Source: an optimization exercise on an open RTL-to-GDS flow (aim: small area, a short achievable clock period and few clock cycles). Production flows keep margins and buffers that such runs may drop.
Function was checked by simulation only, so behaviour that the tests miss may differ from the original.

==> flow/design.v, too long to show whole: its modules and the start of the top module <==
// module fpa: 57 lines
// module fpm: 59 lines
// module fp_sinidx: 27 lines
// module fp_incp: 22 lines
// module fp_duty: 49 lines
// module fp_qdiv: 75 lines
// module mul24: 1017 lines
// module cmul_inv2pi: 441 lines
// module sin_table: 267 lines
// module cbs_rtb: 346 lines
module cbs_rtb (
    input  wire          clk,
    input  wire          rst,
    input  wire          h_valid,
    input  wire [31:0]   h_data,
    output wire          ready,
    output reg           r_valid,
    output reg  [31:0]   r_data,
    input  wire          p_valid,
    input  wire [7:0]    p_data,
    input  wire          tick,
    output wire [31:0]   period_out,
    output wire [31:0]   duty_out
);
  // ...
==> flow/run.sh <==
#!/bin/bash
# synth_recipe.tcl (not shown) runs the flow's synth.tcl, then flattens the netlist and writes it again
# the make line also repeats each setting of config.mk as NAME=value (left out here)
make -C /OpenROAD-flow-scripts/flow DESIGN_CONFIG=/design/flow/config.mk WORK_HOME=/design/flow/orfs CLKGATE_MAP_FILE= SYNTH_SCRIPT=/design/flow/synth_recipe.tcl finish
==> flow/config.mk <==
export PLATFORM = sky130hd
export DESIGN_NAME = cbs_rtb
export DESIGN_NICKNAME = cbs_rtb
export VERILOG_FILES = /design/flow/design.v
export SDC_FILE = /design/flow/constraint.sdc
export NUM_CORES = 8
export LEC_CHECK = 0
export ABC_AREA = 1
export CAP_MARGIN = 20
export CORE_MARGIN = 2
export CORE_UTILIZATION = 40
export PLACE_DENSITY = 0.6
export SLEW_MARGIN = 20
export SYNTH_MEMORY_MAX_BITS = 65536
==> flow/constraint.sdc <==
create_clock -name core_clock -period 25.0 [get_ports {clk}]
set_input_delay 5.0000 -clock core_clock [delete_from_list [all_inputs] [get_ports {clk}]]
set_output_delay 5.0000 -clock core_clock [all_outputs]
set_load 0.01 [all_outputs]
==> flow_results.xml, run 1 <==
<?xml version="1.0" encoding="UTF-8"?>
<metrics>
  <group name="status">
    <metric name="outcome" unit="">no timing/DRC/antenna violations</metric>
  </group>
  <group name="placement">
    <metric name="finalWeightedCongestion" unit="">1.081</metric>
  </group>
  <group name="critical_path">
    <metric name="worstRegToRegCells" unit="">102</metric>
    <metric name="worstReg2RegStart" unit="">u_div.qq[3]</metric>
    <metric name="worst_path_largest_cell_delay" unit="ps">1000</metric>
    <metric name="slowest_stage" unit="">sky130_fd_sc_hd__fa_1</metric>
  </group>
  <group name="sta">
    <metric name="finalHoldViolations" unit="">0</metric>
    <metric name="max_clk_rate" unit="MHz">44.44</metric>
    <metric name="setup_viol" unit="">0</metric>
    <metric name="finalWorstPathRequiredPeriod" unit="ps">22500</metric>
    <metric name="worst_clock_skew" unit="ps">79.69</metric>
    <metric name="smallest_hold_slack" unit="ps">446.8</metric>
  </group>
  <group name="layout">
    <metric name="largest_register_ff_count" unit="">128</metric>
    <metric name="antennaDiodeCount" unit="">15</metric>
    <metric name="clock_buffers" unit="">127</metric>
    <metric name="fin_nets" unit="">17991</metric>
    <metric name="sequential_fraction_of_total_cell_area" unit="">0.1941</metric>
    <metric name="max_flop_register" unit="">fmem</metric>
    <metric name="multi_input_area_share" unit="">0.6304</metric>
    <metric name="layout.cell_area.non_filler" unit="um^2">122100</metric>
  </group>
  <group name="die">
    <metric name="num_tap_cells" unit="">3762</metric>
    <metric name="die-height" unit="um">538.5</metric>
  </group>
  <group name="yosys">
    <metric name="main_combinational_cell_family_by_area_after_synthesis" unit="">simple AND/OR/NAND/NOR gates</metric>
    <metric name="synth_top_area_cell" unit="">sky130_fd_sc_hd__edfxtp_1</metric>
    <metric name="synth_fa_ha_area_frac" unit="">0.1805</metric>
    <metric name="synth-edff-count" unit="">541</metric>
    <metric name="async_reset_ff_frac" unit="">0</metric>
    <metric name="yosys_register_bits" unit="">913</metric>
    <metric name="post-synth-top-area-fraction" unit="">0.1422</metric>
  </group>
  <group name="detailed_routing">
    <metric name="dr_total_vias" unit="">120039</metric>
    <metric name="route.detailed.drc" unit="">0</metric>
    <metric name="wl" unit="um">519900</metric>
    <metric name="viasPerCell" unit="">5.836</metric>
    <metric name="met1_wire_length" unit="um">213000</metric>
  </group>
  <group name="hold_path">
    <metric name="worst_hold_path_type" unit="">flip-flop to flip-flop</metric>
    <metric name="hold-path-endpoint" unit="">u_div.qq[3]</metric>
  </group>
  <group name="cts">
    <metric name="clkSinkCount" unit="">913</metric>
  </group>
  <group name="grt">
    <metric name="most_used_layer_global_route" unit="">met2</metric>
  </group>
</metrics>
Testbench counts, summed over its fixed seeds: cycles 26,845.
==> module fp_qdiv, before the edit <==
module fp_qdiv (
    input  wire        clk,
    input  wire        rst,
    input  wire        start,
    input  wire [31:0] a,
    input  wire [31:0] b,
    output reg  [1:0]  cls,
    output wire [31:0] q,
    output reg         done
);
    wire a_zero = (a[30:23] == 8'd0);
    wire b_e0   = (b[30:23] == 8'd0);
    wire b_e1   = (&b[30:23]);
    wire b_zero = b_e0 && (b[22:0] == 23'd0);
    wire b_nan  = b_e1 && (b[22:0] != 23'd0);
    wire [8:0] de = {1'b0, a[30:23]} - {1'b0, b[30:23]};    
    wire [23:0] ma = {1'b1, a[22:0]};
    wire [23:0] mb = {1'b1, b[22:0]};
    wire        a_lt = ma < mb;
    reg [1:0]  c0;
    always @(*) begin
        if (b_nan || (a_zero && b_zero))   c0 = 2'd3;
        else if (a_zero)                   c0 = 2'd1;
        else if (b_zero)                   c0 = b[31] ? 2'd1 : 2'd2;
        else if (b[31] || b_e1)            c0 = 2'd1;         
        else if (b_e0)                     c0 = 2'd2;         
        else if (!de[8] && de[7:0] >= 8'd2) c0 = 2'd2;        
        else if (de[8] && de[7:0] <= 8'hFE) c0 = 2'd1;        
        else                               c0 = 2'd0;
    end
    reg  [24:0] r;
    reg  [23:0] dv;
    reg  [26:0] qq;
    reg  [3:0]  cnt;
    reg  [7:0]  e;
    reg         busy;
    wire [25:0] s1 = {1'b0, r} - {2'b0, dv};
    wire        g1 = !s1[25];
    wire [24:0] r1 = {(g1 ? s1[23:0] : r[23:0]), 1'b0};
    wire [25:0] s2 = {1'b0, r1} - {2'b0, dv};
    wire        g2 = !s2[25];
    wire [24:0] r2 = {(g2 ? s2[23:0] : r1[23:0]), 1'b0};
    wire [25:0] s3 = {1'b0, r2} - {2'b0, dv};
    wire        g3 = !s3[25];
    wire [24:0] r3 = {(g3 ? s3[23:0] : r2[23:0]), 1'b0};
    wire        stk = qq[1] | qq[0] | (r != 25'd0);
    wire        inc = qq[2] & (stk | qq[3]);
    wire [24:0] m   = {1'b0, qq[26:3]} + {24'd0, inc};
    assign q = m[24] ? {1'b0, e + 8'd1, 23'd0} : {1'b0, e, m[22:0]};
    always @(posedge clk) begin
        if (rst) begin
            busy <= 1'b0;
            done <= 1'b0;
        end else begin
            done <= 1'b0;
            if (start) begin
                cls <= c0;
                r   <= a_lt ? {ma, 1'b0} : {1'b0, ma};
                dv  <= mb;
                e   <= de[7:0] + (a_lt ? 8'd126 : 8'd127);
                cnt <= 4'd0;
                busy <= (c0 == 2'd0);
                done <= (c0 != 2'd0);
            end else if (busy) begin
                qq  <= {qq[23:0], g1, g2, g3};
                r   <= r3;
                cnt <= cnt + 4'd1;
                if (cnt == 4'd8) begin
                    busy <= 1'b0;
                    done <= 1'b1;
                end
            end
        end
    end
endmodule
==> module cbs_rtb, before the edit <==
module cbs_rtb (
    input  wire          clk,
    input  wire          rst,
    input  wire          h_valid,
    input  wire [31:0]   h_data,
    output wire          ready,
    output reg           r_valid,
    output reg  [31:0]   r_data,
    input  wire          p_valid,
    input  wire [7:0]    p_data,
    input  wire          tick,
    output wire [31:0]   period_out,
    output wire [31:0]   duty_out
);
    localparam [31:0] TICK_STEP = 32'h3C23D70A;   
    localparam [31:0] NOM_F     = 32'h447A0000;   
    localparam [10:0] NOMINAL   = 11'd1000;
    localparam [7:0] OP_AVAIL = 8'h01, OP_FLUSH = 8'h02, OP_PEEK = 8'h03,
                     OP_REFS  = 8'h10, OP_SETC  = 8'h11, OP_RDREG = 8'h20;
    reg [7:0]  fmem [0:15];
    reg [3:0]  wc, rc;
    reg [4:0]  ic, cc;
    reg        synced, err_ill, err_corr, err_duty;
    reg [31:0] tsc, tols, st, tss;
    reg [10:0] pcorr, period, duty;
    reg [31:0] amp, freq, phase, start;
    reg [1:0]  hp_k;          
    reg        hp_setc;       
    reg        hp_ok;         
    reg [31:0] hp_op0, hp_op1;
    reg        rdy;
    reg        pend;          
    assign ready      = rdy;
    assign period_out = {21'd0, period};
    assign duty_out   = {21'd0, duty};
    localparam [2:0] R_IDLE = 3'd0, R_INT = 3'd1, R_DIVS = 3'd2, R_DIVW = 3'd3,
                     R_Q = 3'd4, R_FIN = 3'd5;
    reg [2:0]  rstate;
    reg [8:1]  v;
    reg [31:0] st_s, t_r, f_r, th_r, s_r, o_r, kk;
    reg [9:0]  k_r;
    reg        k_ok;
    reg [11:0] q0, q1;        
    reg [1:0]  qn;
    reg        eng_wait;      
    reg [2:0]  st_lag;        
    reg        setc_wait;     
    reg        rdst_wait;     
    wire [31:0] tref = o_r;
    wire [10:0] per_n = synced ? pcorr : NOMINAL;
    wire [31:0] da = per_n[10] ? {1'b0, 8'd135, per_n[9:0], 13'd0}
                               : {1'b0, 8'd134, per_n[8:0], 14'd0};
    wire amp_pos = !amp[31] && (amp[30:0] != 31'd0) &&
                   !((amp[30:23] == 8'hFF) && (amp[22:0] != 23'd0));
    wire        r_int  = (rstate == R_INT);
    wire        r_q    = (rstate == R_Q);
    wire        k_calc = !k_ok && (rstate == R_IDLE);
    wire [31:0] qv;
    reg  [31:0] add_a, add_b, mul_a, mul_b;
    wire [31:0] add_y, mul_y;
    always @(*) begin
        if (r_int)     begin add_a = tref; add_b = {~tols[31], tols[30:0]}; end
        else if (v[1]) begin add_a = st_s; add_b = {~start[31], start[30:0]}; end
        else           begin add_a = f_r;  add_b = phase; end
        if (r_q)         begin mul_a = qv;    mul_b = NOM_F; end
        else if (k_calc) begin mul_a = amp;   mul_b = da; end
        else if (v[2])   begin mul_a = freq;  mul_b = t_r; end
        else             begin mul_a = kk;    mul_b = s_r; end
    end
    fpa u_add (.a(add_a), .b(add_b), .y(add_y));
    fpm u_mul (.a(mul_a), .b(mul_b), .y(mul_y));
    wire        inc_arch = (st_lag != 3'd0) && !issue;
    wire [31:0] inc_y, tss1;
    fpa u_inc (.a(inc_arch ? st : st_s), .b(TICK_STEP), .y(inc_y));
    fp_incp u_inct (.x(tss), .y(tss1));
    wire [9:0]  kx;
    fp_sinidx u_idx (.th(th_r), .k(kx));
    wire [8:0]  sj = k_r[8] ? (9'd256 - {1'b0, k_r[7:0]}) : {1'b0, k_r[7:0]};
    wire [31:0] smag;
    sin_table u_sin (.j(sj), .y(smag));
    reg  [31:0] sv;
    always @(*) begin
        if (&th_r[30:23])              sv = 32'h7FC00000;
        else if (th_r[30:0] == 31'd0)  sv = th_r;
        else                           sv = {th_r[31] ^ k_r[9], smag[30:0]};
    end
    wire [10:0] dd;
    wire        dn;
    fp_duty u_duty (.o(o_r), .per(per_n), .duty(dd), .nan(dn));
    wire [11:0] dres = amp_pos ? {dn, dd} : 12'd0;
    wire mul_busy_x = r_q || k_calc;            
    wire adv = !r_int && !(mul_busy_x && (v[2] || v[7])) &&
               !(v[7] && !k_ok) && !(v[8] && qn == 2'd2);
    wire issue = adv && !v[1] && !eng_wait;
    wire        h_acc = h_valid && rdy;
    wire        t_acc = tick && rdy;
    wire        last  = h_acc && (hp_k == 2'd0 || hp_k == 2'd1);
    wire [7:0]  opc   = h_data[31:24];
    wire [23:0] arg   = h_data[23:0];
    wire        first_multi = h_acc && hp_k == 2'd0 && (opc == OP_REFS || opc == OP_SETC);
    wire        do1   = h_acc && hp_k == 2'd0 && !first_multi;    
    wire        do_refs = h_acc && hp_k == 2'd1 && !hp_setc;
    wire        do_setc = h_acc && hp_k == 2'd1 && hp_setc;
    wire       we  = p_valid;
    wire [3:0] wc1 = we ? wc + 4'd1 : wc;
    wire [4:0] ic1 = (we && ic != 5'd16) ? ic + 5'd1 : ic;
    wire [5:0] avail_s   = {1'b0, cc} + {1'b0, ic1};
    wire [4:0] avail_c   = (avail_s >= 6'd16) ? 5'd16 : avail_s[4:0];
    wire [3:0] peek_addr = arg[3:0] + rc;
    wire [7:0] peek_data = (we && peek_addr == wc) ? p_data : fmem[peek_addr];
    reg        rd_ok;
    reg [31:0] rd_val;
    always @(*) begin
        rd_ok = 1'b1;
        case (arg[7:0])
            8'h00: rd_val = {28'd0, err_duty, err_corr, err_ill, synced};
            8'h01: rd_val = 32'd16;
            8'h02: rd_val = {28'd0, wc1};
            8'h03: rd_val = {28'd0, rc};
            8'h04: rd_val = {27'd0, ic1};
            8'h05: rd_val = {27'd0, cc};
            8'h10: rd_val = st;
            8'h11: rd_val = tsc;
            8'h12: rd_val = tols;
            8'h13: rd_val = tss;
            8'h14: rd_val = {21'd0, pcorr};
            8'h15: rd_val = {21'd0, period};
            8'h16: rd_val = {21'd0, duty};
            8'h17: rd_val = amp;
            8'h18: rd_val = freq;
            8'h19: rd_val = phase;
            8'h1A: rd_val = start;
            default: begin rd_val = 32'd0; rd_ok = 1'b0; end
        endcase
    end
    always @(posedge clk) begin
        if (we && !rst)
            fmem[wc] <= p_data;
    end
    wire        q_here = (qn != 2'd0) || (v[8] && adv);
    wire        commit = (t_acc || pend) && q_here;
    wire [11:0] cres   = (qn != 2'd0) ? q0 : dres;
    wire        push   = v[8] && adv && !(commit && qn == 2'd0);
    wire        pop    = commit && qn != 2'd0;
    wire [1:0]  div_cls;
    wire        div_done;
    fp_qdiv u_div (.clk(clk), .rst(rst), .start(rstate == R_DIVS),
                   .a(tss), .b(t_r), .cls(div_cls), .q(qv), .done(div_done));
    function automatic [10:0] corr_clamp(input [31:0] q);
        reg [32:0] x2;
        reg [32:0] r;
        begin
            if (q[31] || q[30:23] == 0)
                corr_clamp = 11'd900;
            else if (q[30:23] >= 8'd159)
                corr_clamp = 11'd1100;
            else begin
                if (q[30:23] >= 8'd149)
                    x2 = {9'd0, 1'b1, q[22:0]} << (q[30:23] - 8'd149);
                else if (8'd149 - q[30:23] >= 8'd24)
                    x2 = 33'd0;
                else
                    x2 = {9'd0, 1'b1, q[22:0]} >> (8'd149 - q[30:23]);
                r = (x2 + 33'd1) >> 1;
                if (r < 33'd900)
                    corr_clamp = 11'd900;
                else if (r > 33'd1100)
                    corr_clamp = 11'd1100;
                else
                    corr_clamp = r[10:0];
            end
        end
    endfunction
    reg [1:0] rcls;
    always @(posedge clk) begin
        if (rst) begin
            wc <= 0; rc <= 0; ic <= 0; cc <= 0;
            synced <= 1'b0; err_ill <= 1'b0; err_corr <= 1'b0; err_duty <= 1'b0;
            tsc <= 32'd0; tols <= 32'd0; st <= 32'd0; tss <= 32'd0;
            pcorr <= NOMINAL; period <= NOMINAL; duty <= 11'd0;
            amp <= 32'd0; freq <= 32'd0; phase <= 32'd0; start <= 32'd0;
            hp_k <= 2'd0; hp_setc <= 1'b0; hp_ok <= 1'b0;
            rdy <= 1'b1; pend <= 1'b0;
            r_valid <= 1'b0; r_data <= 32'd0;
            rstate <= R_IDLE;
            v <= 8'd0; k_ok <= 1'b0; qn <= 2'd0;
            eng_wait <= 1'b1; st_lag <= 3'd0; setc_wait <= 1'b0; rdst_wait <= 1'b0;
        end else begin
            r_valid <= 1'b0;
            wc <= wc1;
            ic <= ic1;
            if (adv) begin
                v <= {v[7:1], issue};
                if (issue && synced)
                    st_s <= inc_y;
                if (v[1]) t_r <= add_y;
                if (v[2]) f_r <= mul_y;
                if (v[4]) begin th_r <= add_y; end
                if (v[5]) k_r <= kx;
                if (v[6]) s_r <= sv;
                if (v[7]) o_r <= mul_y;
            end
            if (k_calc) begin
                kk <= mul_y;
                k_ok <= 1'b1;
            end
            case ({push, pop})
                2'b10: begin
                    if (qn == 2'd0) q0 <= dres; else q1 <= dres;
                    qn <= qn + 2'd1;
                end
                2'b01: begin q0 <= q1; qn <= qn - 2'd1; end
                2'b11: begin
                    if (qn == 2'd1) q0 <= dres; else begin q0 <= q1; q1 <= dres; end
                end
                default: ;
            endcase
            if (inc_arch) st <= inc_y;
            st_lag <= st_lag - {2'd0, inc_arch} + {2'd0, commit && synced};
            if (eng_wait && st_lag == 3'd0) begin
                eng_wait <= 1'b0;
                st_s <= st;
                if (setc_wait) begin
                    setc_wait <= 1'b0;
                    start <= st;
                    r_valid <= 1'b1;
                    r_data <= 32'd0;
                    rdy <= 1'b1;
                end
            end
            if (rdst_wait && st_lag == 3'd0) begin
                rdst_wait <= 1'b0;
                r_valid <= 1'b1;
                r_data <= st;
                rdy <= 1'b1;
            end
            if (commit) begin
                if (synced)
                    tss <= tss1;
                period <= per_n;
                duty <= cres[10:0];
                if (cres[11]) err_duty <= 1'b1;
                pend <= 1'b0;
                rdy <= 1'b1;
            end else if (t_acc) begin
                pend <= 1'b1;
                rdy <= 1'b0;
            end
            if (h_acc) begin
                if (hp_k == 2'd0) begin
                    hp_ok <= (arg == 24'd0);
                    if (opc == OP_REFS) begin hp_k <= 2'd1; hp_setc <= 1'b0; end
                    else if (opc == OP_SETC) begin hp_k <= 2'd3; hp_setc <= 1'b1; end
                end else begin
                    hp_k <= hp_k - 2'd1;
                    if (hp_k == 2'd3) hp_op0 <= h_data;
                    if (hp_k == 2'd2) hp_op1 <= h_data;
                end
            end
            if (do1) begin
                r_valid <= 1'b1;
                r_data  <= 32'd0;
                case (opc)
                    OP_AVAIL:
                        if (arg != 0) err_ill <= 1'b1;
                        else begin
                            if (avail_s >= 6'd16) rc <= wc1;
                            cc <= avail_c;
                            ic <= 5'd0;
                            r_data <= {27'd0, avail_c};
                        end
                    OP_FLUSH: begin
                        rc <= rc + arg[3:0];
                        cc <= ({19'd0, cc} >= arg) ? cc - arg[4:0] : 5'd0;
                    end
                    OP_PEEK:
                        r_data <= {24'd0, peek_data};
                    OP_RDREG:
                        if (arg[23:8] != 0 || !rd_ok) err_ill <= 1'b1;
                        else if (arg[7:0] == 8'h10) begin
                            r_valid <= 1'b0;         
                            rdst_wait <= 1'b1;
                            rdy <= 1'b0;
                        end else r_data <= rd_val;
                    default:
                        err_ill <= 1'b1;
                endcase
            end
            if (do_setc) begin
                if (!hp_ok) begin
                    err_ill <= 1'b1;
                    r_valid <= 1'b1;
                    r_data  <= 32'd0;
                end else begin
                    amp <= hp_op0; freq <= hp_op1; phase <= h_data;
                    setc_wait <= 1'b1;
                    rdy <= 1'b0;
                    v <= 8'd0; k_ok <= 1'b0; qn <= 2'd0; eng_wait <= 1'b1;
                end
            end
            if (do_refs) begin
                if (!hp_ok) begin
                    err_ill <= 1'b1;
                    r_valid <= 1'b1;
                    r_data  <= 32'd0;
                end else if (!synced) begin
                    tsc <= h_data; tols <= h_data; st <= h_data;
                    tss <= 32'd0;
                    synced <= 1'b1;
                    r_valid <= 1'b1;
                    r_data  <= 32'd0;
                    v <= 8'd0; k_ok <= 1'b0; qn <= 2'd0; eng_wait <= 1'b1;
                end else begin
                    o_r <= h_data;               
                    rstate <= R_INT;
                    rdy <= 1'b0;
                    v <= 8'd0; k_ok <= 1'b0; qn <= 2'd0; eng_wait <= 1'b1;
                end
            end
            case (rstate)
                R_INT:  begin t_r <= add_y; rstate <= R_DIVS; end
                R_DIVS: rstate <= R_DIVW;
                R_DIVW: if (div_done) begin
                    rcls <= div_cls;
                    rstate <= (div_cls == 2'd0) ? R_Q : R_FIN;
                end
                R_Q:    begin kk <= mul_y; rstate <= R_FIN; end
                R_FIN: begin
                    case (rcls)
                        2'd0: pcorr <= corr_clamp(kk);
                        2'd1: pcorr <= 11'd900;
                        2'd2: pcorr <= 11'd1100;
                        default: err_corr <= 1'b1;
                    endcase
                    tols <= tref;
                    tss <= 32'd0;
                    r_valid <= 1'b1;
                    r_data <= 32'd0;
                    rstate <= R_IDLE;
                    rdy <= 1'b1;
                end
                default: ;
            endcase
        end
    end
endmodule
==> run 2: changes to the inputs <==
--- a/flow/design.v
+++ b/flow/design.v
@@ -1,6 +1,8 @@
-module fpa (
+module fpa2 (
+    input  wire        clk,
     input  wire [31:0] a,
     input  wire [31:0] b,
+    output reg  [31:0] yc,      
     output reg  [31:0] y
 );
     wire a_e1 = &a[30:23], b_e1 = &b[30:23];
@@ -9,58 +11,69 @@
     wire a_inf = a_e1 & ~(|a[22:0]);
     wire b_inf = b_e1 & ~(|b[22:0]);
     wire        swap = b[30:0] > a[30:0];
-    wire [31:0] x = swap ? b : a;
-    wire [31:0] z = swap ? a : b;
-    wire        xn = |x[30:23], zn = |z[30:23];
-    wire [7:0]  ex = {x[30:24], x[23] | ~xn};
-    wire [7:0]  d  = ex - {z[30:24], z[23] | ~zn};
-    wire [23:0] mx = {xn, x[22:0]};
-    wire [23:0] mz = {zn, z[22:0]};
-    wire        sub = x[31] ^ z[31];
+    wire        an = |a[30:23], bn = |b[30:23];
+    wire [7:0]  ea = {a[30:24], a[23] | ~an};
+    wire [7:0]  eb = {b[30:24], b[23] | ~bn};
+    wire [7:0]  dab = ea - eb, dba = eb - ea;
+    wire [7:0]  d  = swap ? dba : dab;
+    wire [7:0]  ex = swap ? eb : ea;
+    wire        sx = swap ? b[31] : a[31];
+    wire [23:0] mx = swap ? {bn, b[22:0]} : {an, a[22:0]};
+    wire [23:0] mz = swap ? {an, a[22:0]} : {bn, b[22:0]};
+    wire        sub = a[31] ^ b[31];
     reg [26:0] al;
     integer i;
     always @(*) begin
         al = {mz, 3'b000};
         if (d > 8'd26) al = {26'd0, |mz};
-        else begin
+        else
             for (i = 0; i < 5; i = i + 1)
                 if (d[i]) al = (al >> (1 << i)) | {26'd0, |(al & ((27'd1 << (1 << i)) - 27'd1))};
-        end
     end
-    wire [27:0] sum = sub ? ({1'b0, mx, 3'b000} - {1'b0, al}) : ({1'b0, mx, 3'b000} + {1'b0, al});
+    wire [27:0] sum = {1'b0, mx, 3'b000} + ({1'b0, al} ^ {28{sub}}) + {27'd0, sub};
+    reg [27:0] r_sum;
+    reg [7:0]  r_ex;
+    reg        r_sx, r_zs, r_nan, r_inf;
+    always @(posedge clk) begin
+        r_sum <= sum;
+        r_ex  <= ex;
+        r_sx  <= sx;
+        r_zs  <= a[31] & b[31];
+        r_nan <= a_nan | b_nan | (a_inf & b_inf & sub);
+        r_inf <= a_inf | b_inf;
+    end
     reg [4:0] lz;
     always @(*) begin
         lz = 5'd27;
         for (i = 0; i <= 26; i = i + 1)
-            if (sum[i]) lz = 26 - i;
+            if (r_sum[i]) lz = 26 - i;
     end
-    wire [7:0]  lim = ex - 8'd1;
+    wire [7:0]  lim = r_ex - 8'd1;
     wire [4:0]  sh  = ({3'd0, lz} < lim) ? lz : lim[4:0];
-    wire [26:0] nl  = sum[26:0] << sh;
-    wire [26:0] nm  = sum[27] ? {sum[27:2], sum[1] | sum[0]} : nl;
-    wire [8:0]  ne  = sum[27] ? {1'b0, ex} + 9'd1 : {1'b0, ex} - {4'd0, sh};
+    wire [26:0] nl  = r_sum[26:0] << sh;
+    wire [26:0] nm  = r_sum[27] ? {r_sum[27:2], r_sum[1] | r_sum[0]} : nl;
+    wire [8:0]  ne  = r_sum[27] ? {1'b0, r_ex} + 9'd1 : {1'b0, r_ex} - {4'd0, sh};
     wire [7:0]  ef  = nm[26] ? ne[7:0] : 8'd0;
     wire        inc = nm[2] & (nm[1] | nm[0] | nm[3]);
     wire [30:0] mag = {ef, nm[25:3]} + {30'd0, inc};
     always @(*) begin
-        if (a_nan | b_nan | (a_inf & b_inf & (a[31] ^ b[31])))
-            y = 32'h7FC00000;
-        else if (a_inf | b_inf)
-            y = x;
-        else if (sum == 28'd0)
-            y = {a[31] & b[31], 31'd0};
-        else if (ne >= 9'd255)
-            y = {x[31], 8'hFF, 23'd0};
+        if (r_nan)
+            yc = 32'h7FC00000;
+        else if (r_inf | (ne >= 9'd255))
+            yc = {r_sx, 8'hFF, 23'd0};
+        else if (r_sum == 28'd0)
+            yc = {r_zs, 31'd0};
         else
-            y = {x[31], mag};
+            yc = {r_sx, mag};
     end
+    always @(posedge clk) y <= yc;
 endmodule
-module fpm (
+module fpm3 (
+    input  wire        clk,
     input  wire [31:0] a,
     input  wire [31:0] b,
     output reg  [31:0] y
 );
-    wire sign = a[31] ^ b[31];
     wire a_e0 = ~(|a[30:23]), b_e0 = ~(|b[30:23]);
     wire a_e1 = &a[30:23],    b_e1 = &b[30:23];
     wire a_fz = ~(|a[22:0]),  b_fz = ~(|b[22:0]);
@@ -76,101 +89,131 @@
             if (uf[i]) lzu = 22 - i;
     end
     wire [23:0] un = {uf, 1'b0} << lzu;
-    wire [23:0] ma = a_e0 ? un : {1'b1, a[22:0]};
-    wire [23:0] mb = (b_e0 & ~a_e0) ? un : {1'b1, b[22:0]};
-    wire signed [9:0] ea = a_e0 ? -$signed({5'd0, lzu}) : $signed({2'd0, a[30:23]});
-    wire signed [9:0] eb = (b_e0 & ~a_e0) ? -$signed({5'd0, lzu}) : $signed({2'd0, b[30:23]});
+    wire        bsub = b_e0 & ~a_e0;
+    wire [9:0]  ea = a_e0 ? -{5'd0, lzu} : {2'd0, a[30:23]};
+    wire [9:0]  eb = bsub ? -{5'd0, lzu} : {2'd0, b[30:23]};
+    reg [23:0] r_ma, r_mb;
+    reg [9:0]  r_e;
+    reg        r_s;
+    reg [1:0]  r_c;       
+    always @(posedge clk) begin
+        r_ma <= a_e0 ? un : {1'b1, a[22:0]};
+        r_mb <= bsub ? un : {1'b1, b[22:0]};
+        r_e  <= ea + eb - 10'd127;
+        r_s  <= a[31] ^ b[31];
+        if (a_nan | b_nan | (a_inf & b_zero) | (b_inf & a_zero)) r_c <= 2'd1;
+        else if (a_inf | b_inf)                                 r_c <= 2'd2;
+        else if (a_zero | b_zero | (a_e0 & b_e0))               r_c <= 2'd3;
+        else                                                    r_c <= 2'd0;
+    end
     wire [47:0] p;
-    mul24 u_mul (.a(ma), .b(mb), .p(p));
-    wire        hi = p[47];
-    wire [23:0] m24 = hi ? p[47:24] : p[46:23];
-    wire        g   = hi ? p[23] : p[22];
-    wire        st  = hi ? (|p[22:0]) : (|p[21:0]);
-    wire signed [9:0] er = ea + eb - 10'sd127 + {9'd0, hi};
-    wire [9:0]  rs = 10'sd1 - er;
+    mul24 u_mul (.a(r_ma), .b(r_mb), .p(p));
+    reg [47:0] q_p;
+    reg [9:0]  q_e;
+    reg        q_s;
+    reg [1:0]  q_c;
+    always @(posedge clk) begin
+        q_p <= p;
+        q_e <= r_e;
+        q_s <= r_s;
+        q_c <= r_c;
+    end
+    wire        hi  = q_p[47];
+    wire [23:0] m24 = hi ? q_p[47:24] : q_p[46:23];
+    wire        g   = hi ? q_p[23] : q_p[22];
+    wire        st  = hi ? (|q_p[22:0]) : (|q_p[21:0]);
+    wire [9:0]  er  = q_e + {9'd0, hi};
+    wire        uf_ = er[9] | (er == 10'd0);              
+    wire [9:0]  rs  = 10'd1 - er;
     reg  [25:0] v;
     always @(*) begin
         v = {m24, g, st};
-        if (er < 10'sd1) begin
+        if (uf_) begin
             if (rs > 10'd25) v = {25'd0, |{m24, g, st}};
             else
                 for (i = 0; i < 5; i = i + 1)
                     if (rs[i]) v = (v >> (1 << i)) | {25'd0, |(v & ((26'd1 << (1 << i)) - 26'd1))};
         end
     end
-    wire [7:0]  ef  = (er < 10'sd1) ? 8'd0 : er[7:0];
+    wire [7:0]  ef  = uf_ ? 8'd0 : er[7:0];
     wire        inc = v[1] & (v[0] | v[2]);
     wire [30:0] mag = {ef, v[24:2]} + {30'd0, inc};
-    always @(*) begin
-        if (a_nan | b_nan | (a_inf & b_zero) | (b_inf & a_zero))
-            y = 32'h7FC00000;
-        else if (a_inf | b_inf)
-            y = {sign, 8'hFF, 23'd0};
-        else if (a_zero | b_zero | (a_e0 & b_e0))
-            y = {sign, 31'd0};
-        else if (er > 10'sd254)
-            y = {sign, 8'hFF, 23'd0};
-        else
-            y = {sign, mag};
+    wire        ovf = !er[9] && (er > 10'd254);
+    always @(posedge clk) begin
+        case (q_c)
+            2'd1: y <= 32'h7FC00000;
+            2'd2: y <= {q_s, 8'hFF, 23'd0};
+            2'd3: y <= {q_s, 31'd0};
+            default: y <= ovf ? {q_s, 8'hFF, 23'd0} : {q_s, mag};
+        endcase
     end
 endmodule
-module fp_sinidx (
+module fp_sin3 (
+    input  wire        clk,
     input  wire [31:0] th,
-    output wire [9:0]  k
+    input  wire        ld,
+    output reg  [31:0] s
 );
     wire [7:0]  et = th[30:23];
     wire [47:0] p;
     cmul_inv2pi u_cm (.a({1'b1, th[22:0]}), .p(p));
-    wire        hi  = p[47];
-    wire [23:0] m24 = hi ? p[47:24] : p[46:23];
-    wire        g   = hi ? p[23] : p[22];
-    wire        st  = hi ? (|p[22:0]) : (|p[21:0]);
+    reg  [25:0] r_p;         
+    reg         r_st;        
+    reg  [7:0]  r_et;
+    reg         r_s, r_z;
+    always @(posedge clk) begin
+        r_p  <= p[47:22];
+        r_st <= |p[21:0];
+        r_et <= et;
+        r_s  <= th[31];
+        r_z  <= (th[30:0] == 31'd0);
+    end
+    wire        hi  = r_p[25];
+    wire [23:0] m24 = hi ? r_p[25:2] : r_p[24:1];
+    wire        g   = hi ? r_p[1] : r_p[0];
+    wire        st  = hi ? (r_p[0] | r_st) : r_st;
     wire        inc = g & (st | m24[0]);
     wire [24:0] m25 = {1'b0, m24} + {24'd0, inc};
-    wire [23:0] m   = m25[24] ? 24'h800000 : m25[23:0];
-    wire [9:0]  ef  = {2'd0, et} - 10'd3 + {9'd0, hi} + {9'd0, m25[24]};
-    reg  [9:0]  kk;
+    wire [8:0]  e0  = {1'b0, r_et} - 9'd3 + {8'd0, hi};
+    wire [8:0]  rsh = 9'd140 - e0;            
+    wire [8:0]  lsh = e0 - 9'd140;            
+    reg  [9:0]  k;
     always @(*) begin
-        kk = 10'd0;
-        if (et != 8'd0 && ef >= 10'd117 && ef < 10'd150) begin
-            if (ef >= 10'd140)
-                kk = m[9:0] << (ef - 10'd140);
+        k = 10'd0;
+        if (r_et > 8'd3 && e0 >= 9'd116 && e0 < 9'd150) begin
+            if (e0 >= 9'd140)
+                k = m25[9:0] << lsh[3:0];
             else
-                kk = m >> (10'd140 - ef);
+                k = m25 >> rsh[4:0];
         end
     end
-    assign k = kk;
-endmodule
-module fp_incp (
-    input  wire [31:0] x,
-    output wire [31:0] y
-);
-    localparam [26:0] MC = {24'hA3D70A, 3'b000};
-    wire [7:0]  d = x[30:23] - 8'd120;
-    reg  [26:0] al;
-    integer i;
-    always @(*) begin
-        al = MC;
-        if (d > 8'd26) al = 27'd1;
-        else
-            for (i = 0; i < 5; i = i + 1)
-                if (d[i]) al = (al >> (1 << i)) | {26'd0, |(al & ((27'd1 << (1 << i)) - 27'd1))};
+    reg  [9:0]  q_k;
+    reg         q_s, q_n, q_z;
+    always @(posedge clk) begin
+        q_k <= k;
+        q_s <= r_s;
+        q_n <= &r_et;
+        q_z <= r_z;
+    end
+    wire [8:0]  j = q_k[8] ? (9'd256 - {1'b0, q_k[7:0]}) : {1'b0, q_k[7:0]};
+    wire [31:0] mag;
+    sin_table u_tab (.j(j), .y(mag));
+    always @(posedge clk) begin
+        if (ld) begin
+            if (q_n)      s <= 32'h7FC00000;
+            else if (q_z) s <= {q_s, 31'd0};
+            else          s <= {q_s ^ q_k[9], mag[30:0]};
+        end
     end
-    wire [27:0] sum = {2'b01, x[22:0], 3'b000} + {1'b0, al};
-    wire [26:0] nm  = sum[27] ? {sum[27:2], sum[1] | sum[0]} : sum[26:0];
-    wire [7:0]  e   = x[30:23] + {7'd0, sum[27]};
-    wire        inc = nm[2] & (nm[1] | nm[0] | nm[3]);
-    wire [30:0] mag = {e, nm[25:3]} + {30'd0, inc};
-    assign y = (x[30:23] == 8'd0) ? 32'h3C23D70A : {1'b0, mag};
 endmodule
-module fp_duty (
+module fp_duty2 (
+    input  wire        clk,
     input  wire [31:0] o,
     input  wire [10:0] per,
     output reg  [10:0] duty,
-    output wire        nan
+    output reg         nan
 );
     wire [7:0]  eo = o[30:23];
-    assign nan = (&eo) & (|o[22:0]);
     wire [23:0] mo = {|eo, o[22:0]};
     reg  [26:0] A;
     reg         stk;
@@ -186,10 +229,19 @@
         end else
             stk = |o[30:0];
     end
-    wire [28:0] ofs = o[31] ? ~{2'b00, A} + {28'd0, ~stk} : {2'b00, A};    
-    wire [28:0] vf  = {3'd0, per, 15'd0} + ofs;
-    wire [12:0] n   = vf[28:16];
-    wire [15:0] f   = vf[15:0];
+    wire [28:0] ofs = o[31] ? ~{2'b00, A} + {28'd0, ~stk} : {2'b00, A};
+    reg  [28:0] r_v;
+    reg         r_nan, r_big, r_neg;
+    reg  [10:0] r_per;
+    always @(posedge clk) begin
+        r_v   <= {3'd0, per, 15'd0} + ofs;
+        r_nan <= (&eo) & (|o[22:0]);
+        r_big <= (eo >= 8'd138);
+        r_neg <= o[31];
+        r_per <= per;
+    end
+    wire [12:0] n = r_v[28:16];
+    wire [15:0] f = r_v[15:0];
     reg         up;
     always @(*) begin
         up = 1'b0;
@@ -200,93 +252,118 @@
     end
     wire [12:0] nr = n + {12'd0, up};
     always @(*) begin
-        if (nan)
+        nan = r_nan;
+        if (r_nan)
             duty = 11'd0;
-        else if (eo >= 8'd138)                  
-            duty = o[31] ? 11'd0 : per;
-        else if (vf[28] || n == 13'd0)          
+        else if (r_big)
+            duty = r_neg ? 11'd0 : r_per;
+        else if (r_v[28] || n == 13'd0)
             duty = 11'd0;
-        else if (nr > {2'd0, per})
-            duty = per;
+        else if (nr > {2'd0, r_per})
+            duty = r_per;
         else
             duty = nr[10:0];
     end
 endmodule
 module fp_qdiv (
     input  wire        clk,
-    input  wire        rst,
     input  wire        start,
     input  wire [31:0] a,
     input  wire [31:0] b,
     output reg  [1:0]  cls,
-    output wire [31:0] q,
-    output reg         done
+    output wire [31:0] q
 );
     wire a_zero = (a[30:23] == 8'd0);
     wire b_e0   = (b[30:23] == 8'd0);
     wire b_e1   = (&b[30:23]);
     wire b_zero = b_e0 && (b[22:0] == 23'd0);
     wire b_nan  = b_e1 && (b[22:0] != 23'd0);
-    wire [8:0] de = {1'b0, a[30:23]} - {1'b0, b[30:23]};    
+    wire [8:0]  de = {1'b0, a[30:23]} - {1'b0, b[30:23]};
     wire [23:0] ma = {1'b1, a[22:0]};
     wire [23:0] mb = {1'b1, b[22:0]};
     wire        a_lt = ma < mb;
     reg [1:0]  c0;
     always @(*) begin
-        if (b_nan || (a_zero && b_zero))   c0 = 2'd3;
-        else if (a_zero)                   c0 = 2'd1;
-        else if (b_zero)                   c0 = b[31] ? 2'd1 : 2'd2;
-        else if (b[31] || b_e1)            c0 = 2'd1;         
-        else if (b_e0)                     c0 = 2'd2;         
-        else if (!de[8] && de[7:0] >= 8'd2) c0 = 2'd2;        
-        else if (de[8] && de[7:0] <= 8'hFE) c0 = 2'd1;        
-        else                               c0 = 2'd0;
+        if (b_nan || (a_zero && b_zero))    c0 = 2'd3;
+        else if (a_zero)                    c0 = 2'd1;
+        else if (b_zero)                    c0 = b[31] ? 2'd1 : 2'd2;
+        else if (b[31] || b_e1)             c0 = 2'd1;
+        else if (b_e0)                      c0 = 2'd2;
+        else if (!de[8] && de[7:0] >= 8'd2) c0 = 2'd2;
+        else if (de[8] && de[7:0] <= 8'hFE) c0 = 2'd1;
+        else                                c0 = 2'd0;
     end
     reg  [24:0] r;
     reg  [23:0] dv;
-    reg  [26:0] qq;
-    reg  [3:0]  cnt;
+    reg  [25:0] qq;
     reg  [7:0]  e;
-    reg         busy;
     wire [25:0] s1 = {1'b0, r} - {2'b0, dv};
     wire        g1 = !s1[25];
     wire [24:0] r1 = {(g1 ? s1[23:0] : r[23:0]), 1'b0};
     wire [25:0] s2 = {1'b0, r1} - {2'b0, dv};
     wire        g2 = !s2[25];
     wire [24:0] r2 = {(g2 ? s2[23:0] : r1[23:0]), 1'b0};
-    wire [25:0] s3 = {1'b0, r2} - {2'b0, dv};
-    wire        g3 = !s3[25];
-    wire [24:0] r3 = {(g3 ? s3[23:0] : r2[23:0]), 1'b0};
-    wire        stk = qq[1] | qq[0] | (r != 25'd0);
-    wire        inc = qq[2] & (stk | qq[3]);
-    wire [24:0] m   = {1'b0, qq[26:3]} + {24'd0, inc};
+    wire        stk = qq[0] | (r != 25'd0);
+    wire        inc = qq[1] & (stk | qq[2]);
+    wire [24:0] m   = {1'b0, qq[25:2]} + {24'd0, inc};
     assign q = m[24] ? {1'b0, e + 8'd1, 23'd0} : {1'b0, e, m[22:0]};
     always @(posedge clk) begin
-        if (rst) begin
-            busy <= 1'b0;
-            done <= 1'b0;
+        if (start) begin
+            cls <= c0;
+            r   <= a_lt ? {ma, 1'b0} : {1'b0, ma};
+            dv  <= mb;
+            e   <= de[7:0] + (a_lt ? 8'd126 : 8'd127);
         end else begin
-            done <= 1'b0;
-            if (start) begin
-                cls <= c0;
-                r   <= a_lt ? {ma, 1'b0} : {1'b0, ma};
-                dv  <= mb;
-                e   <= de[7:0] + (a_lt ? 8'd126 : 8'd127);
-                cnt <= 4'd0;
-                busy <= (c0 == 2'd0);
-                done <= (c0 != 2'd0);
-            end else if (busy) begin
-                qq  <= {qq[23:0], g1, g2, g3};
-                r   <= r3;
-                cnt <= cnt + 4'd1;
-                if (cnt == 4'd8) begin
-                    busy <= 1'b0;
-                    done <= 1'b1;
-                end
-            end
+            qq  <= {qq[23:0], g1, g2};
+            r   <= r2;
         end
     end
 endmodule
+module fp_x1000 (
+    input  wire [31:0] q,
+    output wire [31:0] y
+);
+    wire [23:0] m = {1'b1, q[22:0]};
+    wire [30:0] p = {m, 7'd0} - {6'd0, m, 1'b0} - {7'd0, m};    
+    wire        hi  = p[30];
+    wire [23:0] m24 = hi ? p[30:7] : p[29:6];
+    wire        g   = hi ? p[6] : p[5];
+    wire        st  = hi ? (|p[5:0]) : (|p[4:0]);
+    wire        inc = g & (st | m24[0]);
+    wire [24:0] m25 = {1'b0, m24} + {24'd0, inc};
+    wire [7:0]  e = q[30:23] + 8'd9 + {7'd0, hi} + {7'd0, m25[24]};
+    assign y = {1'b0, e, m25[24] ? 23'd0 : m25[22:0]};
+endmodule
+module fp_incp2 (
+    input  wire        clk,
+    input  wire [31:0] x,
+    output wire [31:0] y
+);
+    localparam [26:0] MC = {24'hA3D70A, 3'b000};
+    wire [7:0]  d = x[30:23] - 8'd120;
+    reg  [26:0] al;
+    integer i;
+    always @(*) begin
+        al = MC;
+        if (d > 8'd26) al = 27'd1;
+        else
+            for (i = 0; i < 5; i = i + 1)
+                if (d[i]) al = (al >> (1 << i)) | {26'd0, |(al & ((27'd1 << (1 << i)) - 27'd1))};
+    end
+    reg [27:0] r_sum;
+    reg [7:0]  r_e;
+    reg        r_z;
+    always @(posedge clk) begin
+        r_sum <= {2'b01, x[22:0], 3'b000} + {1'b0, al};
+        r_e   <= x[30:23];
+        r_z   <= (x[30:23] == 8'd0);
+    end
+    wire [26:0] nm  = r_sum[27] ? {r_sum[27:2], r_sum[1] | r_sum[0]} : r_sum[26:0];
+    wire [7:0]  e   = r_e + {7'd0, r_sum[27]};
+    wire        inc = nm[2] & (nm[1] | nm[0] | nm[3]);
+    wire [30:0] mag = {e, nm[25:3]} + {30'd0, inc};
+    assign y = r_z ? 32'h3C23D70A : {1'b0, mag};
+endmodule
 module mul24 (input wire [23:0] a, input wire [23:0] b, output wire [47:0] p);
     wire s1 = (a[0]&b[19])^(a[1]&b[18]);
     wire c2 = (a[0]&b[19])&(a[1]&b[18]);
@@ -2027,7 +2104,6 @@
     output wire [31:0]   duty_out
 );
     localparam [31:0] TICK_STEP = 32'h3C23D70A;   
-    localparam [31:0] NOM_F     = 32'h447A0000;   
     localparam [10:0] NOMINAL   = 11'd1000;
     localparam [7:0] OP_AVAIL = 8'h01, OP_FLUSH = 8'h02, OP_PEEK = 8'h03,
                      OP_REFS  = 8'h10, OP_SETC  = 8'h11, OP_RDREG = 8'h20;
@@ -2047,72 +2123,92 @@
     assign ready      = rdy;
     assign period_out = {21'd0, period};
     assign duty_out   = {21'd0, duty};
-    localparam [2:0] R_IDLE = 3'd0, R_INT = 3'd1, R_DIVS = 3'd2, R_DIVW = 3'd3,
-                     R_Q = 3'd4, R_FIN = 3'd5;
-    reg [2:0]  rstate;
-    reg [8:1]  v;
-    reg [31:0] st_s, t_r, f_r, th_r, s_r, o_r, kk;
-    reg [9:0]  k_r;
-    reg        k_ok;
-    reg [11:0] q0, q1;        
-    reg [1:0]  qn;
+    reg [17:1] v;             
+    reg        ph;            
     reg        eng_wait;      
-    reg [2:0]  st_lag;        
+    reg [31:0] st_s;          
+    reg [31:0] kk;            
+    reg        k_ok;
+    reg [3:1]  kv;            
+    reg [3:0]  ocnt;          
+    reg [3:0]  acnt;          
+    reg [3:0]  wp, rp;
+    reg [11:0] qm [0:9];      
+    reg [3:0]  lag;           
+    reg        cu;            
     reg        setc_wait;     
-    reg        rdst_wait;     
-    wire [31:0] tref = o_r;
+    reg        rd_wait;       
+    reg        rd_tss;
+    reg        rs_on;
+    reg [4:0]  rs_n;
     wire [10:0] per_n = synced ? pcorr : NOMINAL;
     wire [31:0] da = per_n[10] ? {1'b0, 8'd135, per_n[9:0], 13'd0}
                                : {1'b0, 8'd134, per_n[8:0], 14'd0};
     wire amp_pos = !amp[31] && (amp[30:0] != 31'd0) &&
                    !((amp[30:23] == 8'hFF) && (amp[22:0] != 23'd0));
-    wire        r_int  = (rstate == R_INT);
-    wire        r_q    = (rstate == R_Q);
-    wire        k_calc = !k_ok && (rstate == R_IDLE);
-    wire [31:0] qv;
-    reg  [31:0] add_a, add_b, mul_a, mul_b;
-    wire [31:0] add_y, mul_y;
+    wire eng_en = !rs_on || (rs_n >= 5'd11);
+    wire issue  = eng_en && !eng_wait && !ph && (ocnt != 4'd10);
+    wire cu_go  = (lag != 4'd0) && !cu && !issue;      
+    wire [31:0] inc_y, tss_y, add_y, mul_y, sin_y, add_c;
+    fpa2 u_inc (.clk(clk), .a(cu_go ? st : st_s), .b(TICK_STEP), .yc(inc_y), .y());
+    fp_incp2 u_inct (.clk(clk), .x(tss), .y(tss_y));
+    wire        rs_delta = rs_on && (rs_n == 5'd1);
+    reg  [31:0] add_a, add_b;
     always @(*) begin
-        if (r_int)     begin add_a = tref; add_b = {~tols[31], tols[30:0]}; end
-        else if (v[1]) begin add_a = st_s; add_b = {~start[31], start[30:0]}; end
-        else           begin add_a = f_r;  add_b = phase; end
-        if (r_q)         begin mul_a = qv;    mul_b = NOM_F; end
-        else if (k_calc) begin mul_a = amp;   mul_b = da; end
-        else if (v[2])   begin mul_a = freq;  mul_b = t_r; end
-        else             begin mul_a = kk;    mul_b = s_r; end
-    end
-    fpa u_add (.a(add_a), .b(add_b), .y(add_y));
-    fpm u_mul (.a(mul_a), .b(mul_b), .y(mul_y));
-    wire        inc_arch = (st_lag != 3'd0) && !issue;
-    wire [31:0] inc_y, tss1;
-    fpa u_inc (.a(inc_arch ? st : st_s), .b(TICK_STEP), .y(inc_y));
-    fp_incp u_inct (.x(tss), .y(tss1));
-    wire [9:0]  kx;
-    fp_sinidx u_idx (.th(th_r), .k(kx));
-    wire [8:0]  sj = k_r[8] ? (9'd256 - {1'b0, k_r[7:0]}) : {1'b0, k_r[7:0]};
-    wire [31:0] smag;
-    sin_table u_sin (.j(sj), .y(smag));
-    reg  [31:0] sv;
+        if (v[2])      begin add_a = st_s;  add_b = {~start[31], start[30:0]}; end
+        else if (v[7]) begin add_a = mul_y; add_b = phase; end
+        else           begin add_a = tols;  add_b = {~kk[31], kk[30:0]}; end   
+    end
+    fpa2 u_add (.clk(clk), .a(add_a), .b(add_b), .yc(add_c), .y(add_y));
+    wire        k_go = !k_ok && (kv == 3'd0) && !rs_on && !v[4] && !v[13];
+    reg  [31:0] mul_a, mul_b;
     always @(*) begin
-        if (&th_r[30:23])              sv = 32'h7FC00000;
-        else if (th_r[30:0] == 31'd0)  sv = th_r;
-        else                           sv = {th_r[31] ^ k_r[9], smag[30:0]};
+        if (v[4])       begin mul_a = freq; mul_b = add_y; end
+        else if (v[13]) begin mul_a = kk;   mul_b = sin_y; end
+        else            begin mul_a = amp;  mul_b = da; end
     end
+    fpm3 u_mul (.clk(clk), .a(mul_a), .b(mul_b), .y(mul_y));
+    fp_sin3 u_sin (.clk(clk), .th(add_y), .ld(v[11]), .s(sin_y));
     wire [10:0] dd;
     wire        dn;
-    fp_duty u_duty (.o(o_r), .per(per_n), .duty(dd), .nan(dn));
+    fp_duty2 u_duty (.clk(clk), .o(mul_y), .per(per_n), .duty(dd), .nan(dn));
     wire [11:0] dres = amp_pos ? {dn, dd} : 12'd0;
-    wire mul_busy_x = r_q || k_calc;            
-    wire adv = !r_int && !(mul_busy_x && (v[2] || v[7])) &&
-               !(v[7] && !k_ok) && !(v[8] && qn == 2'd2);
-    wire issue = adv && !v[1] && !eng_wait;
+    wire [1:0]  div_cls;
+    wire [31:0] div_q, q1000;
+    fp_qdiv u_div (.clk(clk), .start(rs_on && rs_n == 5'd3), .a(tss), .b(add_y),
+                   .cls(div_cls), .q(div_q));
+    fp_x1000 u_x1000 (.q(kk), .y(q1000));
+    function automatic [10:0] corr_clamp(input [31:0] q);
+        reg [32:0] x2;
+        reg [32:0] r;
+        begin
+            if (q[31] || q[30:23] == 0)
+                corr_clamp = 11'd900;
+            else if (q[30:23] >= 8'd159)
+                corr_clamp = 11'd1100;
+            else begin
+                if (q[30:23] >= 8'd149)
+                    x2 = {9'd0, 1'b1, q[22:0]} << (q[30:23] - 8'd149);
+                else if (8'd149 - q[30:23] >= 8'd24)
+                    x2 = 33'd0;
+                else
+                    x2 = {9'd0, 1'b1, q[22:0]} >> (8'd149 - q[30:23]);
+                r = (x2 + 33'd1) >> 1;
+                if (r < 33'd900)
+                    corr_clamp = 11'd900;
+                else if (r > 33'd1100)
+                    corr_clamp = 11'd1100;
+                else
+                    corr_clamp = r[10:0];
+            end
+        end
+    endfunction
     wire        h_acc = h_valid && rdy;
     wire        t_acc = tick && rdy;
-    wire        last  = h_acc && (hp_k == 2'd0 || hp_k == 2'd1);
     wire [7:0]  opc   = h_data[31:24];
     wire [23:0] arg   = h_data[23:0];
     wire        first_multi = h_acc && hp_k == 2'd0 && (opc == OP_REFS || opc == OP_SETC);
-    wire        do1   = h_acc && hp_k == 2'd0 && !first_multi;    
+    wire        do1     = h_acc && hp_k == 2'd0 && !first_multi;    
     wire        do_refs = h_acc && hp_k == 2'd1 && !hp_setc;
     wire        do_setc = h_acc && hp_k == 2'd1 && hp_setc;
     wire       we  = p_valid;
@@ -2133,10 +2229,8 @@
             8'h03: rd_val = {28'd0, rc};
             8'h04: rd_val = {27'd0, ic1};
             8'h05: rd_val = {27'd0, cc};
-            8'h10: rd_val = st;
             8'h11: rd_val = tsc;
             8'h12: rd_val = tols;
-            8'h13: rd_val = tss;
             8'h14: rd_val = {21'd0, pcorr};
             8'h15: rd_val = {21'd0, period};
             8'h16: rd_val = {21'd0, duty};
@@ -2144,6 +2238,7 @@
             8'h18: rd_val = freq;
             8'h19: rd_val = phase;
             8'h1A: rd_val = start;
+            8'h10, 8'h13: rd_val = 32'd0;       
             default: begin rd_val = 32'd0; rd_ok = 1'b0; end
         endcase
     end
@@ -2151,41 +2246,14 @@
         if (we && !rst)
             fmem[wc] <= p_data;
     end
-    wire        q_here = (qn != 2'd0) || (v[8] && adv);
+    wire        q_here = (acnt != 4'd0) || v[17];
     wire        commit = (t_acc || pend) && q_here;
-    wire [11:0] cres   = (qn != 2'd0) ? q0 : dres;
-    wire        push   = v[8] && adv && !(commit && qn == 2'd0);
-    wire        pop    = commit && qn != 2'd0;
-    wire [1:0]  div_cls;
-    wire        div_done;
-    fp_qdiv u_div (.clk(clk), .rst(rst), .start(rstate == R_DIVS),
-                   .a(tss), .b(t_r), .cls(div_cls), .q(qv), .done(div_done));
-    function automatic [10:0] corr_clamp(input [31:0] q);
-        reg [32:0] x2;
-        reg [32:0] r;
-        begin
-            if (q[31] || q[30:23] == 0)
-                corr_clamp = 11'd900;
-            else if (q[30:23] >= 8'd159)
-                corr_clamp = 11'd1100;
-            else begin
-                if (q[30:23] >= 8'd149)
-                    x2 = {9'd0, 1'b1, q[22:0]} << (q[30:23] - 8'd149);
-                else if (8'd149 - q[30:23] >= 8'd24)
-                    x2 = 33'd0;
-                else
-                    x2 = {9'd0, 1'b1, q[22:0]} >> (8'd149 - q[30:23]);
-                r = (x2 + 33'd1) >> 1;
-                if (r < 33'd900)
-                    corr_clamp = 11'd900;
-                else if (r > 33'd1100)
-                    corr_clamp = 11'd1100;
-                else
-                    corr_clamp = r[10:0];
-            end
-        end
-    endfunction
-    reg [1:0] rcls;
+    wire [11:0] cres   = (acnt != 4'd0) ? qm[rp] : dres;
+    wire        qpush  = v[17] && !(commit && acnt == 4'd0);
+    wire        qpop   = commit && acnt != 4'd0;
+    always @(posedge clk) begin
+        if (qpush) qm[wp] <= dres;
+    end
     always @(posedge clk) begin
         if (rst) begin
             wc <= 0; rc <= 0; ic <= 0; cc <= 0;
@@ -2196,42 +2264,26 @@
             hp_k <= 2'd0; hp_setc <= 1'b0; hp_ok <= 1'b0;
             rdy <= 1'b1; pend <= 1'b0;
             r_valid <= 1'b0; r_data <= 32'd0;
-            rstate <= R_IDLE;
-            v <= 8'd0; k_ok <= 1'b0; qn <= 2'd0;
-            eng_wait <= 1'b1; st_lag <= 3'd0; setc_wait <= 1'b0; rdst_wait <= 1'b0;
+            v <= 17'd0; ph <= 1'b0; eng_wait <= 1'b1; k_ok <= 1'b0; kv <= 3'd0;
+            ocnt <= 4'd0; acnt <= 4'd0; wp <= 4'd0; rp <= 4'd0;
+            lag <= 4'd0; cu <= 1'b0; setc_wait <= 1'b0; rd_wait <= 1'b0;
+            rs_on <= 1'b0; rs_n <= 5'd0;
         end else begin
             r_valid <= 1'b0;
             wc <= wc1;
             ic <= ic1;
-            if (adv) begin
-                v <= {v[7:1], issue};
-                if (issue && synced)
-                    st_s <= inc_y;
-                if (v[1]) t_r <= add_y;
-                if (v[2]) f_r <= mul_y;
-                if (v[4]) begin th_r <= add_y; end
-                if (v[5]) k_r <= kx;
-                if (v[6]) s_r <= sv;
-                if (v[7]) o_r <= mul_y;
+            v  <= {v[16:1], issue};
+            ph <= ~ph;
+            if (v[1] && synced) st_s <= inc_y;
+            kv <= {kv[2:1], k_go};
+            if (kv[3]) begin kk <= mul_y; k_ok <= 1'b1; end
+            cu <= cu_go;
+            if (cu) begin
+                st  <= inc_y;
+                tss <= tss_y;
             end
-            if (k_calc) begin
-                kk <= mul_y;
-                k_ok <= 1'b1;
-            end
-            case ({push, pop})
-                2'b10: begin
-                    if (qn == 2'd0) q0 <= dres; else q1 <= dres;
-                    qn <= qn + 2'd1;
-                end
-                2'b01: begin q0 <= q1; qn <= qn - 2'd1; end
-                2'b11: begin
-                    if (qn == 2'd1) q0 <= dres; else begin q0 <= q1; q1 <= dres; end
-                end
-                default: ;
-            endcase
-            if (inc_arch) st <= inc_y;
-            st_lag <= st_lag - {2'd0, inc_arch} + {2'd0, commit && synced};
-            if (eng_wait && st_lag == 3'd0) begin
+            lag <= lag - {3'd0, cu} + {3'd0, commit && synced};
+            if (eng_wait && lag == 4'd0 && (!rs_on || rs_n >= 5'd10)) begin
                 eng_wait <= 1'b0;
                 st_s <= st;
                 if (setc_wait) begin
@@ -2242,15 +2294,17 @@
                     rdy <= 1'b1;
                 end
             end
-            if (rdst_wait && st_lag == 3'd0) begin
-                rdst_wait <= 1'b0;
+            if (rd_wait && lag == 4'd0) begin
+                rd_wait <= 1'b0;
                 r_valid <= 1'b1;
-                r_data <= st;
+                r_data <= rd_tss ? tss : st;
                 rdy <= 1'b1;
             end
+            if (qpush) wp <= (wp == 4'd9) ? 4'd0 : wp + 4'd1;
+            if (qpop)  rp <= (rp == 4'd9) ? 4'd0 : rp + 4'd1;
+            acnt <= acnt + {3'd0, qpush} - {3'd0, qpop};
+            ocnt <= ocnt + {3'd0, issue} - {3'd0, commit};
             if (commit) begin
-                if (synced)
-                    tss <= tss1;
                 period <= per_n;
                 duty <= cres[10:0];
                 if (cres[11]) err_duty <= 1'b1;
@@ -2260,6 +2314,10 @@
                 pend <= 1'b1;
                 rdy <= 1'b0;
             end
+            if (v[13] && !k_ok) begin
+                v <= 17'd0; ocnt <= 4'd0; acnt <= 4'd0; wp <= 4'd0; rp <= 4'd0;
+                eng_wait <= 1'b1;
+            end
             if (h_acc) begin
                 if (hp_k == 2'd0) begin
                     hp_ok <= (arg == 24'd0);
@@ -2291,9 +2349,10 @@
                         r_data <= {24'd0, peek_data};
                     OP_RDREG:
                         if (arg[23:8] != 0 || !rd_ok) err_ill <= 1'b1;
-                        else if (arg[7:0] == 8'h10) begin
-                            r_valid <= 1'b0;         
-                            rdst_wait <= 1'b1;
+                        else if (arg[7:0] == 8'h10 || arg[7:0] == 8'h13) begin
+                            r_valid <= 1'b0;
+                            rd_wait <= 1'b1;
+                            rd_tss <= arg[1];
                             rdy <= 1'b0;
                         end else r_data <= rd_val;
                     default:
@@ -2309,7 +2368,8 @@
                     amp <= hp_op0; freq <= hp_op1; phase <= h_data;
                     setc_wait <= 1'b1;
                     rdy <= 1'b0;
-                    v <= 8'd0; k_ok <= 1'b0; qn <= 2'd0; eng_wait <= 1'b1;
+                    v <= 17'd0; ocnt <= 4'd0; acnt <= 4'd0; wp <= 4'd0; rp <= 4'd0;
+                    eng_wait <= 1'b1; k_ok <= 1'b0; kv <= 3'd0;
                 end
             end
             if (do_refs) begin
@@ -2323,38 +2383,37 @@
                     synced <= 1'b1;
                     r_valid <= 1'b1;
                     r_data  <= 32'd0;
-                    v <= 8'd0; k_ok <= 1'b0; qn <= 2'd0; eng_wait <= 1'b1;
+                    v <= 17'd0; ocnt <= 4'd0; acnt <= 4'd0; wp <= 4'd0; rp <= 4'd0;
+                    eng_wait <= 1'b1; k_ok <= 1'b0; kv <= 3'd0;
                 end else begin
-                    o_r <= h_data;               
-                    rstate <= R_INT;
+                    kk <= tols;
+                    tols <= h_data;
+                    rs_on <= 1'b1;
+                    rs_n <= 5'd0;
                     rdy <= 1'b0;
-                    v <= 8'd0; k_ok <= 1'b0; qn <= 2'd0; eng_wait <= 1'b1;
+                    v <= 17'd0; ocnt <= 4'd0; acnt <= 4'd0; wp <= 4'd0; rp <= 4'd0;
+                    eng_wait <= 1'b1; k_ok <= 1'b0; kv <= 3'd0;
                 end
             end
-            case (rstate)
-                R_INT:  begin t_r <= add_y; rstate <= R_DIVS; end
-                R_DIVS: rstate <= R_DIVW;
-                R_DIVW: if (div_done) begin
-                    rcls <= div_cls;
-                    rstate <= (div_cls == 2'd0) ? R_Q : R_FIN;
-                end
-                R_Q:    begin kk <= mul_y; rstate <= R_FIN; end
-                R_FIN: begin
-                    case (rcls)
+            if (rs_on) begin
+                if (rs_n != 5'd0 || lag == 4'd0)
+                    rs_n <= rs_n + 5'd1;
+                if (rs_n == 5'd17) kk <= div_q;
+                if (rs_n == 5'd18) kk <= q1000;
+                if (rs_n == 5'd19) begin
+                    case (div_cls)
                         2'd0: pcorr <= corr_clamp(kk);
                         2'd1: pcorr <= 11'd900;
                         2'd2: pcorr <= 11'd1100;
                         default: err_corr <= 1'b1;
                     endcase
-                    tols <= tref;
                     tss <= 32'd0;
                     r_valid <= 1'b1;
                     r_data <= 32'd0;
-                    rstate <= R_IDLE;
                     rdy <= 1'b1;
+                    rs_on <= 1'b0;
                 end
-                default: ;
-            endcase
+            end
         end
     end
 endmodule
==> flow_results.xml, run 2 <==
<?xml version="1.0" encoding="UTF-8"?>
<metrics>
  <group name="layout">
    <metric name="final_cell_mix" unit="">3,659 x sky130_fd_sc_hd__nand2_1, 3,023 x sky130_fd_sc_hd__inv_1, 1,734 x sky130_fd_sc_hd__o21ai_0</metric>
    <metric name="layout.cell_area.non_filler" unit="um^2">132600</metric>
    <metric name="drive_above_1_share" unit="">0.05154</metric>
    <metric name="fin_nets" unit="">18665</metric>
    <metric name="max_flop_register" unit="">fmem</metric>
    <metric name="layout_top_registers" unit="">fmem: 128 flops, qm: 120 flops, u_mul.q_p: 48 flops</metric>
    <metric name="largest_register_ff_count" unit="">128</metric>
    <metric name="stdcell_count" unit="">21485</metric>
    <metric name="fin_util" unit="">0.4372</metric>
  </group>
  <group name="sta">
    <metric name="setup_repair_after_global_routing_missed_its_margin" unit="">false</metric>
    <metric name="fin_setup_tns" unit="ps">0</metric>
    <metric name="worst_slack" unit="ps">15780</metric>
    <metric name="finalWorstPathRequiredPeriod" unit="ps">9221</metric>
    <metric name="setup_viol" unit="">0</metric>
    <metric name="smallest_hold_slack" unit="ps">325.1</metric>
    <metric name="worst_clock_skew" unit="ps">82.29</metric>
    <metric name="max_clk_rate" unit="MHz">108.4</metric>
    <metric name="finalHoldViolations" unit="">0</metric>
    <metric name="maxSlewViolCount" unit="">0</metric>
  </group>
  <group name="placement">
    <metric name="hpwl" unit="um">412100</metric>
    <metric name="place_inst" unit="">21176</metric>
    <metric name="finalWeightedCongestion" unit="">1.048</metric>
    <metric name="postPlaceCellArea" unit="um^2">127200</metric>
  </group>
  <group name="yosys">
    <metric name="synth_top_area_cell" unit="">sky130_fd_sc_hd__dfxtp_1</metric>
    <metric name="yosysWarningCount" unit="">8</metric>
    <metric name="post_synth.cell_area_avg" unit="um^2">6.947</metric>
    <metric name="async_reset_ff_frac" unit="">0</metric>
    <metric name="synth.top_cells.by_area" unit="">sky130_fd_sc_hd__dfxtp_1 13%, sky130_fd_sc_hd__fa_1 11%, sky130_fd_sc_hd__edfxtp_1 11%</metric>
    <metric name="post-synth-top-area-fraction" unit="">0.1347</metric>
    <metric name="synth-edff-count" unit="">466</metric>
    <metric name="yosys_register_bits" unit="">1288</metric>
  </group>
  <group name="detailed_routing">
    <metric name="dr_total_vias" unit="">121568</metric>
    <metric name="wl" unit="um">528800</metric>
    <metric name="viasPerCell" unit="">5.658</metric>
    <metric name="drtIter0Drc" unit="">14410</metric>
    <metric name="route.detailed.drc" unit="">0</metric>
  </group>
  <group name="grt">
    <metric name="most_used_layer_global_route" unit="">met2</metric>
    <metric name="gr-total-overflow" unit="">0</metric>
    <metric name="gr-usage-met2" unit="">0.5061</metric>
  </group>
  <group name="critical_path">
    <metric name="worst_path_largest_cell_delay" unit="ps">690</metric>
    <metric name="worst-path-stages" unit="">39</metric>
    <metric name="cp.arrival" unit="ps">9940</metric>
    <metric name="setup.worst_path.start" unit="">v[7]</metric>
    <metric name="worstReg2RegStart" unit="">v[7]</metric>
    <metric name="slowest_stage" unit="">sky130_fd_sc_hd__nor2_1</metric>
    <metric name="critPathRequiredTime" unit="ps">25720</metric>
    <metric name="worst-path-max-fanout" unit="">72</metric>
    <metric name="worstRegToRegCells" unit="">39</metric>
    <metric name="cpLargestDelayFamily" unit="">compound AO/OA/AOI/OAI gates</metric>
  </group>
  <group name="cts">
    <metric name="clkSinkCount" unit="">1288</metric>
    <metric name="cts_made_buffers" unit="">156</metric>
    <metric name="clk_pin_slew_worst_paths" unit="ps">60</metric>
    <metric name="clock_insertion_delay_worst_skew" unit="ps">890</metric>
    <metric name="cts_tree" unit="">yes</metric>
    <metric name="post_cts.repair.setup_buffers" unit="">0</metric>
    <metric name="clock_h_tree_levels" unit="">4</metric>
  </group>
  <group name="status">
    <metric name="outcome" unit="">no timing/DRC/antenna violations</metric>
  </group>
  <group name="die">
    <metric name="initial_utilization" unit="">0.4027</metric>
    <metric name="die-height" unit="um">556.6</metric>
    <metric name="fp.coreArea" unit="um^2">303300</metric>
    <metric name="die_x" unit="um">556.6</metric>
    <metric name="row_count" unit="">202</metric>
  </group>
  <group name="hold_path">
    <metric name="worst_hold_path_type" unit="">flip-flop to flip-flop</metric>
    <metric name="hold-path-endpoint" unit="">u_mul.q_e[6]</metric>
  </group>
</metrics>
==> run 2: cell count changes in the layout (fill, tap and decap cells not counted), moves of 54 or more <==
cell                        change
sky130_fd_sc_hd__xor2_1       +119
sky130_fd_sc_hd__nand3_1      -340
sky130_fd_sc_hd__nand2_1       -96
sky130_fd_sc_hd__inv_1        +407
sky130_fd_sc_hd__edfxtp_1      -75
sky130_fd_sc_hd__o211ai_1      -91
sky130_fd_sc_hd__a31oi_1       +54
sky130_fd_sc_hd__dfxtp_1      +444
sky130_fd_sc_hd__nor2_1       -116
sky130_fd_sc_hd__o21ai_0      +422
sky130_fd_sc_hd__o21ai_1       -55
sky130_fd_sc_hd__clkbuf_16     +63
==> run 2: layer usage <==
metal,up-vias,wire length (um)
met1,57784,219800
met2,5845,226100
met5,-,497
li1,56754,-
met3,1147,50040
met4,38,32370
==> run 2: cells by family after synthesis <==
group,after synthesis,synth area share
flip-flops,1288,0.2493
adder cells (fa/ha/maj),1264,0.1726
other,2,0.00006149
AO/OA/AOI/OAI,3975,0.1864
XOR/XNOR,494,0.03567
AND/OR/NAND/NOR,6551,0.2251
buffers and inverters,3938,0.1252
multiplexers,69,0.005747
==> run 2: cell type report <==
type / count / area (um^2)
Antenna cell: 25 / 62.56
Clock buffer: 196 / 4283
Clock inverter: 88 / 1065
Fill cell: 31782 / 170700
Inverter: 3116 / 11720
Multi-Input combinational cell: 12396 / 76810
Sequential cell: 1288 / 30460
Tap cell: 3978 / 4977
Timing Repair Buffer: 398 / 3233
==> run 2: worst max path at each step <==
stage | end | slack (ps)
6_report | u_add.r_sum[27] | 15780
5_1_grt | u_add.r_sum[26] | 15000
4_1_cts | u_add.r_sum[26] | 15970
3_5_place_dp | r_data[20] | 15680
3_3_place_gp | r_data[10] | 15760
2_1_floorplan | hp_op1[0] | 16460
==> run 2: worst register-to-register path, delay by kind of cell (launching register included) <==
kind,cells,cell delay (ps)
buffers and inverters,9,2260
adders and majority gates,2,830
and+or+nand+nor,14,2450
AOI/OAI and AO/OA,12,2570
DFF,1,620
xor gates and xnor gates,2,320
Testbench counts of run 2, summed over its fixed seeds: cycles 28,539.

[re-timing with driven ports]
The results above use ideal ports. As a check the final layouts listed here were re-extracted and re-timed, cells and wires unchanged.
Step 1: set_driving_cell puts a clkbuf_16 on clk and a buf_2 on each other input, an assumption about the parent block.
Step 2 moves the port delays by t, midway between the first and last clock arrival at a register: inputs arrive t later, outputs are due t later. That takes back most of the time a late clock gives input paths.
Slacks: no drivers / after step 1 / after step 2; pairs: no drivers / after step 1.
| run | shift t [ns] | setup WS [ns] | slew at the worst register clock pin (ns) |
|---|---|---|---|
| run 1 | 0.830 | 2.497 / 2.497 / 2.497 | 0.07 / 0.07 |
| run 2 | 0.947 | 15.779 / 15.779 / 15.537 | 0.07 / 0.07 |
After both steps setup and hold are still met in every run listed. The setup slack of run 2, which loses most, moves by 0.000 ns with the drivers and by -0.242 ns with both steps.
